Context: an optimization exercise on an open-source flow, tuned for small area, a short achievable clock period and few clock cycles per item. The choices shown serve that exercise and are no tape-out recipe. Function was checked by simulation only, so behaviour that the tests miss may differ from the original. Power is estimated from default activity; no workload was simulated.

==> flow/design.v (excerpt) <==
module vrtb_ts (
    input  wire        clk,
    input  wire        rst,
    input  wire        start,
    input  wire        next,
    input  wire [95:0] t0,
    input  wire [63:0] k0,
    input  wire [31:0] blk_size,
    input  wire [31:0] rate,
    output wire        ready,
    output reg         ts_valid,
    output wire [31:0] ts_sec,
    output wire [39:0] ts_frac,
    output wire        ts_err
);
Size: about 3,800 cells after synthesis, ~600 flip-flops, about 300 I/O pins, about 0.036 sq mm of cells after synthesis.
Settings: LEC_CHECK=0, CAP_MARGIN=20, CORE_MARGIN=2, CORE_UTILIZATION=40, SETUP_SLACK_MARGIN=4.5, SLEW_MARGIN=20, TNS_END_PERCENT=0; clock period 8.0 ns.
run.sh (not shown) runs the stock make flow with config.mk's settings and CLKGATE_MAP_FILE= SYNTH_SCRIPT=/design/flow/synth_recipe.tcl, a recipe that flattens the netlist after the stock synthesis.
Testbench counts at the start, summed over its fixed seeds: cycles 3,938, items 1,152.
Edit:
--- a/flow/config.mk
+++ b/flow/config.mk
@@ -10 +10,2 @@
-export CORE_UTILIZATION = 40
+export CORE_UTILIZATION = 50
+export PLACE_DENSITY = 0.75
- The new run passed the timing, design-rule and antenna checks
- via count climbs by a few percent
- setup slack is about the same
- die area drops by about a fifth
Edit:
--- a/flow/config.mk
+++ b/flow/config.mk
@@ -10 +10 @@
-export CORE_UTILIZATION = 50
+export CORE_UTILIZATION = 40
Wire length climbs by 2.7%.
Global-route usage drops by 5.0 points.
Power climbs by 1.2%.
Via count drops by 0.64%.
Final cell count climbs by 4.2%.
Sequential power stays flat.
First-iteration DRC count drops by 8.6%.
Combinational power drops by about 0.8%.

* * *

## run A
vrtb_ts, a different RTL version from the one above (not shown whole).
For scale: roughly 300 I/O pins.
==> flow/design.v (excerpt) <==
module vrtb_ts (
    input  wire        clk,
    input  wire        rst,
    input  wire        start,
    input  wire        next,
    input  wire [95:0] t0,
    input  wire [63:0] k0,
    input  wire [31:0] blk_size,
    input  wire [31:0] rate,
    output wire        ready,
    output reg         ts_valid,
    output wire [31:0] ts_sec,
    output wire [39:0] ts_frac,
    output wire        ts_err
);
Settings: LEC_CHECK=0, CAP_MARGIN=10, CORE_MARGIN=2, CORE_UTILIZATION=40, PLACE_DENSITY=0.75, SETUP_SLACK_MARGIN=4.5, SLEW_MARGIN=10, TNS_END_PERCENT=0; clock period 8.0 ns.
Testbench counts of run A, summed over its fixed seeds: cycles 3,984, items 1,152.
Input-level comparison between run B and run A:
diff --git a/flow/config.mk b/flow/config.mk
--- a/flow/config.mk
+++ b/flow/config.mk
@@ -7,8 +7,8 @@
 export LEC_CHECK = 0
-export CAP_MARGIN = 10
+export CAP_MARGIN = 20
 export CORE_MARGIN = 2
-export CORE_UTILIZATION = 40
+export CORE_UTILIZATION = 50
 export PLACE_DENSITY = 0.75
 export SETUP_SLACK_MARGIN = 4.5
-export SLEW_MARGIN = 10
+export SLEW_MARGIN = 20
 export TNS_END_PERCENT = 0
- When run B is measured against run A, its switching share of power turns out 0.47 points lower.
- Run comparison: run A critical path startpoint b_fa[20]; run B critical path startpoint b_fa[21]
- Share of the clock period used by the worst path: higher on run A
- Run B vs run A — number of design-rule violations left by the first detailed-router iteration rose 259.
- Compared with run A, in run B fraction of area in multi-input gates now sits higher, utilization now sits higher.
- Against run A, run B reports a combinational share of power that is lower.
- Run B vs. run A: clock skew went down by 16 ps.
- Run B vs run A: via count of the first global-routing pass down
- Compared run B vs run A, and total power is up in run B.
- Fraction of area in registers in run B vs run A: up 0.34 points
Changes in run C relative to run B:
diff --git a/flow/config.mk b/flow/config.mk
--- a/flow/config.mk
+++ b/flow/config.mk
@@ -9,4 +9,4 @@
 export CORE_MARGIN = 2
-export CORE_UTILIZATION = 50
-export PLACE_DENSITY = 0.75
+export CORE_UTILIZATION = 40
+export PLACE_DENSITY = 0.7
 export SETUP_SLACK_MARGIN = 4.5
## What came out
Run C vs run B: core utilization down. Number of cell instances on the worst register-to-register path is higher on run C. Relative to run B, the via density per instance measured on run C has decreased by a few percent. Relative to run B, the non-clock buffer count of run C is higher by 3. Run C reports its worst-path cell with the longest stage delay as sky130_fd_sc_hd__fa_2 while run B reports sky130_fd_sc_hd__or3_4. NOTE total chip power run B->run C decreased slightly. Data arrival time at the worst-slack endpoint (lower): run B. Compared with run B, run C shows cell count along the critical path higher by 1. Compared with run B, in run C die outline area went up; via total after detailed routing went down; total track usage went down.

* * *

== P ==
vrtb_ts again, from the RTL that the note above started with.
clock: 8.0 ns
lec_check: 0
cap_margin: 20
core_margin: 2
core_utilization: 40
place_density: 0.75
setup_slack_margin: 4.5
slew_margin: 20
tns_end_percent: 0
Having completed the whole flow, P delivered a layout that passed the timing, design-rule and antenna checks.
Testbench counts of P, summed over its fixed seeds: cycles 3,984, items 1,152.
## Diff of input files: Q against P
- a change of TNS_END_PERCENT from 0 to 10
- a deleted PLACE_DENSITY that had been 0.75
--- outcome ---
- Re remaining global-route overflow: no difference whatsoever between P and Q.
- Maximum clock rate for Q: 1.5% down relative to P
- Comparing P and Q, relative contribution of the clock network to total power is higher on Q.
- When the final numbers for P and Q were put side by side, the layout overhead on the synthesized area turned out to be greater in Q.
- Wire length was lower in the run labelled P.
- The multi-input gate area in the final layout number comes out lower for P vs Q.
- | post-detailed-placement half-perimeter wirelength | lower: P |
- Going from P to Q, total routing usage reported by global routing grows by 0.36 points.
> inputs changed (Q -> R)
- CORE_UTILIZATION: 40 -> 55
- TNS_END_PERCENT: 10 -> 0
--- outcome ---
R ran to completion and came out clean on the timing, design-rule and antenna checks.
R vs Q: number of buffers added by the clock tree synthesis step down by a few percent
Q -> R: internal power decreased by a few percent
Relative to Q, largest incremental delay on the critical path has gone down in R.
Between R and Q, final instance count without filler cells is lower for R, Q comes in above that.
Going from Q to R, share of cell area taken by multi-input logic gates saw an increase; final design instance area without fill saw a decrease; multi-input combinational cell count saw little to no change.
Changes in S relative to R:
- CORE_UTILIZATION now 40, was 55
- PLACE_DENSITY now 0.85, previously not set
==> comparison <==
- The flow did not stop early for S: all stages ran, and the layout cleared the timing, design-rule and antenna checks.
- Max area overhead of the layout relative to synthesis across S and R: S
- The higher data arrival time of the worst path came out of R.
- Run comparison: S startpoint of the most critical setup path b_fa[35]$_DFF_P_; R startpoint of the most critical setup path b_fa[0]$_DFF_P_
- Between S and R, it is S whose met3 wirelength from detailed routing is higher, by 90%.
- R -> S: total power consumption of the routed design increased by a few percent
For T, these inputs were changed with respect to S:
- clearing PLACE_DENSITY, which used to be 0.85
--- outcome ---
In T, the data arrival time of the worst path came out 30 ps above the value in S.
T ends up with a routed wire length that is about 3.6% lower than in S.
T vs S, worst setup margin went down by 43 ps.
Changes observed in T relative to S: number of non-clock buffers in the layout shrank by 1.1%, detailed-placement wirelength estimate shrank by about 1.4%.

* * *

vrtb_ts, a different RTL version from the one above (not shown whole).
Size in the first run: ~300 I/O pins.
clock: 8.0 ns
lec_check: 0
cap_margin: 20
core_margin: 2
core_utilization: 40
setup_slack_margin: 5
slew_margin: 20
tns_end_percent: 0
Testbench counts at the start, summed over its fixed seeds: cycles 3,984, items 1,152.
Edit:
Settings changed: SETUP_SLACK_MARGIN 5 to 4.5, TNS_END_PERCENT 0 to unset.
What happened: Setup slack is worse by 0.027 ns; maximum frequency falls by 0.64%; die area is unchanged; critical path depth grows by 1; routed wire length went up by 5.8%; flip-flop and latch count does not change; cell count came out higher by 1.6%; utilization goes up by 2.8 points; clock-buffer cell count decreases by 2; synthesized cell count does not change.

-- static timing again, ports no longer ideal --
No port has a modelled driver above. Below, the same layouts with a new extraction and two added sets of constraints.
Step 1 sets driving cells, clkbuf_16 on the clock port and buf_2 on the other inputs (assumed; they add their load-dependent delay and slew).
Step 2, shift: input delay + t, output delay - t, t = (earliest + latest rising clock arrival at the registers) / 2. This alone moves slack from input paths to output paths.
a / b / c = no drivers / after step 1 / after step 2; a / b = the first two.
run | t, ns | slack for setup (ns) | worst slew at a driven data input, ns | cell pins on the clock port's net
the first run of note 1 | 0.697 | 3.926 / 3.974 / 3.277 | 0.11 | 1
the second run of note 1 | 0.676 | 3.927 / 3.933 / 3.296 | 0.10 | 1
the third run of note 1 | 0.678 | 3.966 / 3.966 / 3.379 | 0.14 | 1
run A | 0.685 | 4.099 / 4.099 / 3.528 | 0.08 | 1
run B | 0.688 | 4.150 / 4.150 / 3.559 | 0.06 | 1
run C | 0.681 | 4.116 / 4.116 / 3.644 | 0.06 | 1
P | 0.683 | 4.115 / 4.115 / 3.530 | 0.09 | 1
Q | 0.677 | 4.057 / 4.057 / 3.545 | 0.07 | 1
R | 0.667 | 4.001 / 4.001 / 3.550 | 0.08 | 1
S | 0.684 | 4.062 / 4.062 / 3.410 | 0.15 | 1
T | 0.681 | 4.019 / 4.019 / 3.558 | 0.07 | 1
the first run of note 4 | 0.679 | 3.865 / 3.838 / 3.630 | 0.08 | 1
the second run of note 4 | 0.685 | 3.839 / 3.839 / 3.839 | 0.08 | 1
After both steps every run listed still meets setup and hold. For S, which loses most, drivers alone change the setup slack by 0.000 ns; drivers and shift together by -0.652 ns.
